Source: an optimization exercise on an open RTL-to-GDS flow (aim: small area, a short achievable clock period and few clock cycles per item). Production flows keep margins and buffers that such runs may drop.

rev 12:
## bsm_xfade
module bsm_xfade (
    input  wire        clk,
    input  wire        rst,
    input  wire        cmd_valid,
    output wire        cmd_ready,
    input  wire [11:0] cmd_len,
    input  wire        in_valid,
    output wire        in_ready,
    input  wire [15:0] in_dst,
    input  wire [15:0] in_src,
    output wire        out_valid,
    input  wire        out_ready,
    output wire [15:0] out_data
);
    localparam F   = 29;              
    localparam CT  = 14;            
    localparam K   = 3;               
    localparam W   = F + 16 - CT;     
    localparam WL  = F - CT;          
    reg        active;    
    reg [11:0] left;      
    reg        first;     
    reg        rdy_r;     
    reg [1:0]  nq;        
    reg        vA, vB;    
    reg [10:0] dv;        
    reg [11:0] pr;        
    reg [F:0]  q;         
    reg [3:0]  dcnt;      
    reg        dfirst;    
    reg [F-1:0] x;        
    reg [11:0]  u;        
    reg         second;   
    wire cmd_fire = cmd_valid && !active;
    wire in_fire  = in_valid && rdy_r;
    wire pop      = out_ready && (nq != 2'd0);
    wire [1:0] nq_pop = nq - {1'b0, pop};
    wire stallB   = vB && (nq_pop == 2'd2);    
    wire stallA   = vA && stallB;              
    wire moveB    = vB && !stallB;
    assign cmd_ready = !active;
    assign in_ready  = rdy_r;
    wire [11:0] dr [0:K];
    wire [K-1:0] qb;
    assign dr[0] = pr;
    genvar gj;
    generate
        for (gj = 0; gj < K; gj = gj + 1) begin : g_div
            wire [11:0] tw = {dr[gj][10:0], dfirst && (gj == 0)};
            assign dr[gj+1] = dr[gj][11] ? tw + {1'b0, dv} : tw - {1'b0, dv};
  ...
==> module bsm_xfade, before the edit <==
module bsm_xfade (
    input  wire        clk,
    input  wire        rst,
    input  wire        cmd_valid,
    output wire        cmd_ready,
    input  wire [11:0] cmd_len,
    input  wire        in_valid,
    output wire        in_ready,
    input  wire [15:0] in_dst,
    input  wire [15:0] in_src,
    output wire        out_valid,
    input  wire        out_ready,
    output wire [15:0] out_data
);
    localparam F   = 29;              
    localparam CT  = 14;            
    localparam K   = 3;               
    localparam W   = F + 16 - CT;     
    localparam WL  = F - CT;          
    reg        active;    
    reg [11:0] left;      
    reg        first;     
    reg        rdy_r;     
    reg [1:0]  nq;        
    reg        vA, vB;    
    reg [10:0] dv;        
    reg [11:0] pr;        
    reg [F:0]  q;         
    reg [3:0]  dcnt;      
    reg        dfirst;    
    reg [F-1:0] x;        
    reg [11:0]  u;        
    reg         second;   
    wire cmd_fire = cmd_valid && !active;
    wire in_fire  = in_valid && rdy_r;
    wire pop      = out_ready && (nq != 2'd0);
    wire [1:0] nq_pop = nq - {1'b0, pop};
    wire stallB   = vB && (nq_pop == 2'd2);    
    wire stallA   = vA && stallB;              
    wire moveB    = vB && !stallB;
    assign cmd_ready = !active;
    assign in_ready  = rdy_r;
    wire [11:0] dr [0:K];
    wire [K-1:0] qb;
    assign dr[0] = pr;
    genvar gj;
    generate
        for (gj = 0; gj < K; gj = gj + 1) begin : g_div
            wire [11:0] tw = {dr[gj][10:0], dfirst && (gj == 0)};
            assign dr[gj+1] = dr[gj][11] ? tw + {1'b0, dv} : tw - {1'b0, dv};
            assign qb[K-1-gj] = !dr[gj+1][11];
        end
    endgenerate
    wire [11:0]  pd;
    wire         pd_co;
    xf_add #(12) u_pd (.a(pr), .b({1'b0, dv} ^ {12{!pr[11]}}), .ci(!pr[11]),
                       .s(pd), .co(pd_co));
    wire [11:0]  rr  = pr[11] ? pd : pr;                     
    wire [11:0]  rmd = pr[11] ? pr : pd;                     
    wire         cu  = !second && !u[11];
    wire [11:0]  un;
    wire         un_co;
    xf_add #(12) u_un (.a(second ? rmd : u), .b(cu ? rmd : rr), .ci(1'b0),
                       .s(un), .co(un_co));
    wire [F:0]   xs;
    wire         xs_co;
    xf_add #(F+1) u_xs (.a({1'b0, x}), .b(q), .ci(cu), .s(xs), .co(xs_co));
    wire [F-1:0] xn  = (xs[F] | xs_co) ? {F{1'b1}} : xs[F-1:0];
    wire [16:0] dl_in;
    wire        dl_co;
    xf_add #(17) u_dl (.a({in_dst[15], in_dst}), .b(~{in_src[15], in_src}), .ci(1'b1),
                       .s(dl_in), .co(dl_co));
    reg [16:0] dlA;
    reg [15:0] sA;
    wire [W-1:0] ra, rb;
    xf_mul u_mul (.dl(dlA), .x(x), .s(sA), .ra(ra), .rb(rb));
    wire [WL-1:0] lp = ra[WL-1:0] ^ rb[WL-1:0];
    wire [WL-1:0] lt = ra[WL-1:0] | rb[WL-1:0];
    wire [WL-1:0] ls;
    wire          lco;
    xf_add #(WL) u_lo (.a(ra[WL-1:0]), .b(rb[WL-1:0]), .ci(1'b0), .s(ls), .co(lco));
    wire [3:0]    l4s;
    wire          c11;    
    xf_add #(WL-11) u_l4 (.a(ra[WL-12:0]), .b(rb[WL-12:0]), .ci(1'b0), .s(l4s), .co(c11));
    wire          zl  = (lp[WL-11] == c11) && (lp[WL-1:WL-10] == lt[WL-2:WL-11]);
    reg  [15:0]   raB, rbB;
    reg           zB, cB;
    wire [15:0]  hi;
    wire         hi_co;
    xf_add #(16) u_y (.a(raB), .b(rbB), .ci(cB), .s(hi), .co(hi_co));
    wire         zi  = zB;
    wire [15:0]  res;
    wire         res_co;
    xf_add #(16) u_res (.a(hi), .b(16'd0), .ci(hi[15] & ~zi), .s(res), .co(res_co));
    reg [15:0] e0, e1;
    assign out_valid = (nq != 2'd0);
    assign out_data  = e0;
    wire [1:0] nq_nx  = nq_pop + {1'b0, moveB};
    wire       vA_nx  = in_fire || stallA;
    wire       vB_nx  = (vA && !stallB) || stallB;
    wire [2:0] cnt_nx = {1'b0, nq_nx} + {2'b0, vA_nx} + {2'b0, vB_nx};
    always @(posedge clk) begin
        if (pop)
            e0 <= e1;
        if (moveB) begin
            if (nq_pop == 2'd0) e0 <= res;
            else                e1 <= res;
        end
        if (!stallB) begin
            raB <= ra[W-1:WL];
            rbB <= rb[W-1:WL];
            zB  <= zl;
            cB  <= lco;
        end
        if (!stallA) begin
            dlA <= dl_in;
            sA  <= in_src;
        end
        if (dcnt != 4'd0) begin
            dcnt <= dcnt - 4'd1;
            pr   <= dr[K];
            q    <= {q[F-K:0], qb};
        end
        dfirst <= 1'b0;
        if (cmd_fire) begin
            dv <= cmd_len[10:0] - 11'd1;
            q  <= {(F+1){1'b0}};
            if (cmd_len > 12'd512) begin
                dcnt <= 4'd7; pr <= 12'd256;
            end else if (cmd_len > 12'd64) begin
                dcnt <= 4'd8; pr <= 12'd32;
            end else if (cmd_len > 12'd8) begin
                dcnt <= 4'd9; pr <= 12'd4;
            end else begin
                dcnt <= 4'd10; pr <= 12'd0; dfirst <= 1'b1;
            end
        end
        if (in_fire) begin
            second <= first;
            if (first) begin
                x <= {F{1'b0}};
            end else begin
                x <= xn;
                u <= un;
            end
        end
        if (rst) begin
            active <= 1'b0;
            left   <= 12'd0;
            first  <= 1'b0;
            rdy_r  <= 1'b0;
            nq     <= 2'd0;
            vA     <= 1'b0;
            vB     <= 1'b0;
            dcnt   <= 4'd0;
        end else begin
            nq <= nq_nx;
            vA <= vA_nx;
            vB <= vB_nx;
            if (cmd_fire) begin
                active <= (cmd_len != 12'd0);
                left   <= cmd_len;
                first  <= 1'b1;
                rdy_r  <= (cmd_len != 12'd0) && (cnt_nx != 3'd4);
            end else begin
                if (in_fire) begin
                    left   <= left - 12'd1;
                    first  <= 1'b0;
                    active <= (left != 12'd1);
                end
                rdy_r <= active && !(in_fire && left == 12'd1)
                         && ((first && !in_fire) || (dcnt == 4'd0) || (dcnt == 4'd1))
                         && (cnt_nx != 3'd4);
            end
        end
    end
endmodule
make LEC_CHECK=0 ABC_CLOCK_PERIOD_IN_PS=5000 CAP_MARGIN=20 CORE_MARGIN=2 CORE_UTILIZATION=40 PLACE_DENSITY=0.6 SETUP_SLACK_MARGIN=5 SLEW_MARGIN=20 finish   # period 10.0 ns
run.sh (not shown) runs the stock make flow with config.mk's settings and CLKGATE_MAP_FILE= SYNTH_SCRIPT=/design/flow/synth_recipe.tcl, a recipe that flattens the netlist after the stock synthesis.
The inputs of rev 13 differ from those of rev 12 as listed below.
diff --git a/flow/design.v b/flow/design.v
--- a/flow/design.v
+++ b/flow/design.v
@@ -44,12 +44,13 @@
     wire [K-1:0] qb;
     assign dr[0] = pr;
     genvar gj;
     generate
         for (gj = 0; gj < K; gj = gj + 1) begin : g_div
-            wire [11:0] tw = {dr[gj][10:0], dfirst && (gj == 0)};
-            assign dr[gj+1] = dr[gj][11] ? tw + {1'b0, dv} : tw - {1'b0, dv};
+            wire sub = !dr[gj][11];
+            assign dr[gj+1] = {dr[gj][10:0], dfirst && (gj == 0)}
+                              + ({1'b0, dv} ^ {12{sub}}) + {11'd0, sub};
             assign qb[K-1-gj] = !dr[gj+1][11];
         end
     endgenerate
     wire [11:0]  pd;
     wire         pd_co;
Findings:
Rev 13 reached the end of the flow, and the finished layout is clean on the timing, DRC and antenna checks.
Rev 12 completed every stage of the flow, and the final layout passed the timing, DRC and antenna checks.
Looking at rev 13 and rev 12, the final-layout clock-cell area share is a wash.
Layout buffer count excluding clock buffers ended up about 1.2% lower on rev 13 than on rev 12.
Changes observed in rev 13 relative to rev 12: fraction of the core area covered by cells at the end of the flow increased 0.49 points; worst setup slack lower.
Relative to rev 12, shortest period the worst path allows increased by 1.01 ns in rev 13.
Fraction of area in registers: rev 13 > rev 12
Tightest slew margin relative to the limit: rev 13 worse than rev 12
Diff rev 12 -> rev 13: critical path depth went up by about 7%; setup slack at placement went down; global-route wire length before repair lost about 4.5%; synthesized-area fraction occupied by adder cells about even; final period utilization increased by 10 points relative to the old numbers.
The lower die area of rev 13 and rev 12 is in rev 13.
Function was not checked in any run of this note: the RTL went through the layout flow alone.

========
Another version of the RTL of bsm_xfade (not shown whole).
For scale: about 280 flip-flops, ~68 I/O pins, roughly 26,000 um2 of cells after synthesis.
==> module bsm_xfade, before the edit <==
module bsm_xfade (
    input  wire        clk,
    input  wire        rst,
    input  wire        cmd_valid,
    output wire        cmd_ready,
    input  wire [11:0] cmd_len,
    input  wire        in_valid,
    output wire        in_ready,
    input  wire [15:0] in_dst,
    input  wire [15:0] in_src,
    output wire        out_valid,
    input  wire        out_ready,
    output wire [15:0] out_data
);
    localparam F   = 29;              
    localparam CT  = 14;            
    localparam K   = 4;               
    localparam W   = F + 16 - CT;     
    reg        active;    
    reg [11:0] left;      
    reg        first;     
    reg        rdy_r;     
    reg [2:0]  cnt;       
    reg        ne;        
    reg [1:0]  wp, rp;    
    reg        vA, vB;    
    reg [10:0] dv;        
    reg [11:0] pr;        
    reg [F:0]  q;         
    reg [3:0]  dcnt;      
    reg        dfirst;    
    reg [F-1:0] x;        
    reg [10:0]  r;        
    reg         rc;       
    wire cmd_fire = cmd_valid && !active;
    wire in_fire  = in_valid && rdy_r;
    wire pop      = out_ready && ne;
    assign cmd_ready = !active;
    assign in_ready  = rdy_r;
    reg [11:0] dr [0:K];
    reg [K-1:0] qb;
    reg [11:0] tw;
    integer j;
    always @* begin
        dr[0] = pr;
        for (j = 0; j < K; j = j + 1) begin
            tw = {dr[j][10:0], dfirst && (j == 2)};
            dr[j+1]   = dr[j][11] ? tw + {1'b0, dv} : tw - {1'b0, dv};
            qb[K-1-j] = !dr[j+1][11];
        end
    end
    wire [10:0]  rr  = pr[11] ? pr[10:0] + dv : pr[10:0];     
    wire [11:0]  rmd = {1'b0, rr} - {1'b0, dv};               
    wire [11:0]  rn  = {1'b0, r} + (rc ? rmd : {1'b0, rr});
    wire [12:0]  rt  = {rn[11], rn} + {rmd[11], rmd};         
    wire [F+1:0] xs  = {2'b0, x} + {1'b0, q} + {{(F+1){1'b0}}, rc};
    wire [F-1:0] xn  = (xs[F+1:F] != 2'b00) ? {F{1'b1}} : xs[F-1:0];
    reg [16:0] dlA;
    reg [15:0] sA;
    wire [W-1:0] ra, rb;
    xf_mul u_mul (.dl(dlA), .x(x), .s(sA), .ra(ra), .rb(rb));
    reg [W-1:0] raB, rbB;
    wire [W-1:0] y   = raB + rbB;
    wire [15:0]  hi  = y[W-1:W-16];
    wire         zi  = (y[W-17:W-27] == 11'd0);
    wire [15:0]  res = hi + {15'd0, hi[15] & ~zi};
    reg [15:0] mem [0:3];
    assign out_valid = ne;
    assign out_data  = mem[rp];
    wire [2:0] cnt_nx = cnt - {2'b0, pop} + {2'b0, vB};
    always @(posedge clk) begin
        if (vB)
            mem[wp] <= res;
        raB <= ra;
        rbB <= rb;
        dlA <= {in_dst[15], in_dst} - {in_src[15], in_src};
        sA  <= in_src;
        if (dcnt != 4'd0) begin
            dcnt <= dcnt - 4'd1;
            pr   <= dr[K];
            q    <= {q[F-K:0], qb};
        end
        dfirst <= 1'b0;
        if (cmd_fire) begin
            dv <= cmd_len[10:0] - 11'd1;
            q  <= {(F+1){1'b0}};
            if (cmd_len > 12'd1024) begin
                dcnt <= 4'd5; pr <= 12'd512;
            end else if (cmd_len > 12'd64) begin
                dcnt <= 4'd6; pr <= 12'd32;
            end else if (cmd_len > 12'd4) begin
                dcnt <= 4'd7; pr <= 12'd2;
            end else begin
                dcnt <= 4'd8; pr <= 12'd0; dfirst <= 1'b1;
            end
        end
        if (in_fire) begin
            if (first) begin
                x  <= {F{1'b0}};
                r  <= 11'd0;
                rc <= 1'b0;
            end else begin
                x  <= xn;
                r  <= rn[10:0];
                rc <= !rt[12];
            end
        end
        if (rst) begin
            active <= 1'b0;
            left   <= 12'd0;
            first  <= 1'b0;
            rdy_r  <= 1'b0;
            cnt    <= 3'd0;
            ne     <= 1'b0;
            wp     <= 2'd0;
            rp     <= 2'd0;
            vA     <= 1'b0;
            vB     <= 1'b0;
            dcnt   <= 4'd0;
        end else begin
            cnt <= cnt_nx;
            ne  <= (cnt_nx != 3'd0);
            if (vB) wp <= wp + 2'd1;
            if (pop) rp <= rp + 2'd1;
            vA <= in_fire;
            vB <= vA;
            if (cmd_fire) begin
                active <= (cmd_len != 12'd0);
                left   <= cmd_len;
                first  <= 1'b1;
                rdy_r  <= (cmd_len != 12'd0)
                          && ({1'b0, cnt_nx} + {3'b0, vA} < 4'd4);
            end else begin
                if (in_fire) begin
                    left   <= left - 12'd1;
                    first  <= 1'b0;
                    active <= (left != 12'd1);
                end
                rdy_r <= active && !(in_fire && left == 12'd1)
                         && ((first && !in_fire) || (dcnt == 4'd0) || (dcnt == 4'd1))
                         && ({1'b0, cnt_nx} + {3'b0, vA} + {3'b0, in_fire} < 4'd4);
            end
        end
    end
endmodule
export LEC_CHECK = 0
export ABC_CLOCK_PERIOD_IN_PS = 5000
export CAP_MARGIN = 20
export CORE_MARGIN = 2
export CORE_UTILIZATION = 40
export PLACE_DENSITY = 0.6
export SETUP_SLACK_MARGIN = 5
export SLEW_MARGIN = 20
create_clock -name core_clock -period 10.0 [get_ports {clk}]
Change:
--- a/flow/design.v
+++ b/flow/design.v
@@ -20,10 +20,8 @@
     reg [11:0] left;      
     reg        first;     
     reg        rdy_r;     
-    reg [2:0]  cnt;       
-    reg        ne;        
-    reg [1:0]  wp, rp;    
-    reg        vA, vB;    
+    reg [1:0]  nf;        
+    reg        vA;        
     reg [10:0] dv;        
     reg [11:0] pr;        
     reg [F:0]  q;         
@@ -34,7 +32,7 @@
     reg         rc;       
     wire cmd_fire = cmd_valid && !active;
     wire in_fire  = in_valid && rdy_r;
-    wire pop      = out_ready && ne;
+    wire pop      = out_ready && (nf != 2'd0);
     assign cmd_ready = !active;
     assign in_ready  = rdy_r;
     reg [11:0] dr [0:K];
@@ -59,20 +57,27 @@
     reg [15:0] sA;
     wire [W-1:0] ra, rb;
     xf_mul u_mul (.dl(dlA), .x(x), .s(sA), .ra(ra), .rb(rb));
-    reg [W-1:0] raB, rbB;
-    wire [W-1:0] y   = raB + rbB;
+    wire [W-1:0] y   = ra + rb;
     wire [15:0]  hi  = y[W-1:W-16];
     wire         zi  = (y[W-17:W-27] == 11'd0);
     wire [15:0]  res = hi + {15'd0, hi[15] & ~zi};
-    reg [15:0] mem [0:3];
-    assign out_valid = ne;
-    assign out_data  = mem[rp];
-    wire [2:0] cnt_nx = cnt - {2'b0, pop} + {2'b0, vB};
+    reg [15:0] e0, e1, e2;
+    assign out_valid = (nf != 2'd0);
+    assign out_data  = e0;
+    wire [1:0] nf_pop = nf - {1'b0, pop};
+    wire [1:0] nf_nx  = nf_pop + {1'b0, vA};
     always @(posedge clk) begin
-        if (vB)
-            mem[wp] <= res;
-        raB <= ra;
-        rbB <= rb;
+        if (pop) begin
+            e0 <= e1;
+            e1 <= e2;
+        end
+        if (vA) begin
+            case (nf_pop)
+                2'd0: e0 <= res;
+                2'd1: e1 <= res;
+                default: e2 <= res;
+            endcase
+        end
         dlA <= {in_dst[15], in_dst} - {in_src[15], in_src};
         sA  <= in_src;
         if (dcnt != 4'd0) begin
@@ -110,26 +115,17 @@
             left   <= 12'd0;
             first  <= 1'b0;
             rdy_r  <= 1'b0;
-            cnt    <= 3'd0;
-            ne     <= 1'b0;
-            wp     <= 2'd0;
-            rp     <= 2'd0;
+            nf     <= 2'd0;
             vA     <= 1'b0;
-            vB     <= 1'b0;
             dcnt   <= 4'd0;
         end else begin
-            cnt <= cnt_nx;
-            ne  <= (cnt_nx != 3'd0);
-            if (vB) wp <= wp + 2'd1;
-            if (pop) rp <= rp + 2'd1;
+            nf <= nf_nx;
             vA <= in_fire;
-            vB <= vA;
             if (cmd_fire) begin
                 active <= (cmd_len != 12'd0);
                 left   <= cmd_len;
                 first  <= 1'b1;
-                rdy_r  <= (cmd_len != 12'd0)
-                          && ({1'b0, cnt_nx} + {3'b0, vA} < 4'd4);
+                rdy_r  <= (cmd_len != 12'd0) && (nf_nx != 2'd3);
             end else begin
                 if (in_fire) begin
                     left   <= left - 12'd1;
@@ -138,7 +134,7 @@
                 end
                 rdy_r <= active && !(in_fire && left == 12'd1)
                          && ((first && !in_fire) || (dcnt == 4'd0) || (dcnt == 4'd1))
-                         && ({1'b0, cnt_nx} + {3'b0, vA} + {3'b0, in_fire} < 4'd4);
+                         && ({1'b0, nf_nx} + {2'b0, in_fire} < 3'd3);
             end
         end
     end
The changed run went through all stages and came out clean.
Non-clock buffer count increases by 180.
Clock skew decreases by 0.014 ns.
Synthesized cell count decreases by 0.32%.
Die area decreases by 7.1%.
Via count increases by 5.3%.
Register-to-register slack gets worse by 1.1 ns.
Area after synthesis decreases by about 7%.
Wire length increases by 9.9%.
Final area barely changes.
Worst setup slack gets worse by 1.1 ns.
Sequential cell count decreases by 86.
Core utilization increases by 3.9 points.
Sequential share of layout area decreases by 7.2 points.
No run of this note included a check of the RTL's function; only the layout flow was run.

-- separate check: timing with driven ports --
How much do the figures lean on ideal ports? The routed layouts below were timed once more, with nothing changed but the port constraints. Step 1 assumes that a clkbuf_16 drives the clock port and a buf_2 every other input. Step 2 adds t to the input delays and takes it off the output delays; t is the mean of the earliest and latest rising clock arrival at the registers after step 1. Input paths then give back, and output paths get back, about the clock's delay inside the block. Slacks: ideal ports / drivers / drivers and shift; pairs: ideal ports / drivers.
run	shift t [ns]	setup WS [ns]	clock arrival spread, ns	slew at the worst register clock pin (ns)	cell pins on the clock port's net
rev 12	0.634	4.725 / 4.725 / 4.594	0.027 / 0.026	0.06 / 0.06	1
rev 13	0.625	3.717 / 3.717 / 3.717	0.017 / 0.017	0.06 / 0.06	1
the first run of note 2	0.607	3.130 / 3.130 / 3.130	0.037 / 0.037	0.07 / 0.07	1
the second run of note 2	0.566	2.077 / 2.077 / 2.077	0.023 / 0.023	0.10 / 0.10	1
After both steps setup and hold are still met in every run listed. For rev 12, which loses most, drivers alone change the setup slack by 0.000 ns; drivers and shift together by -0.131 ns.
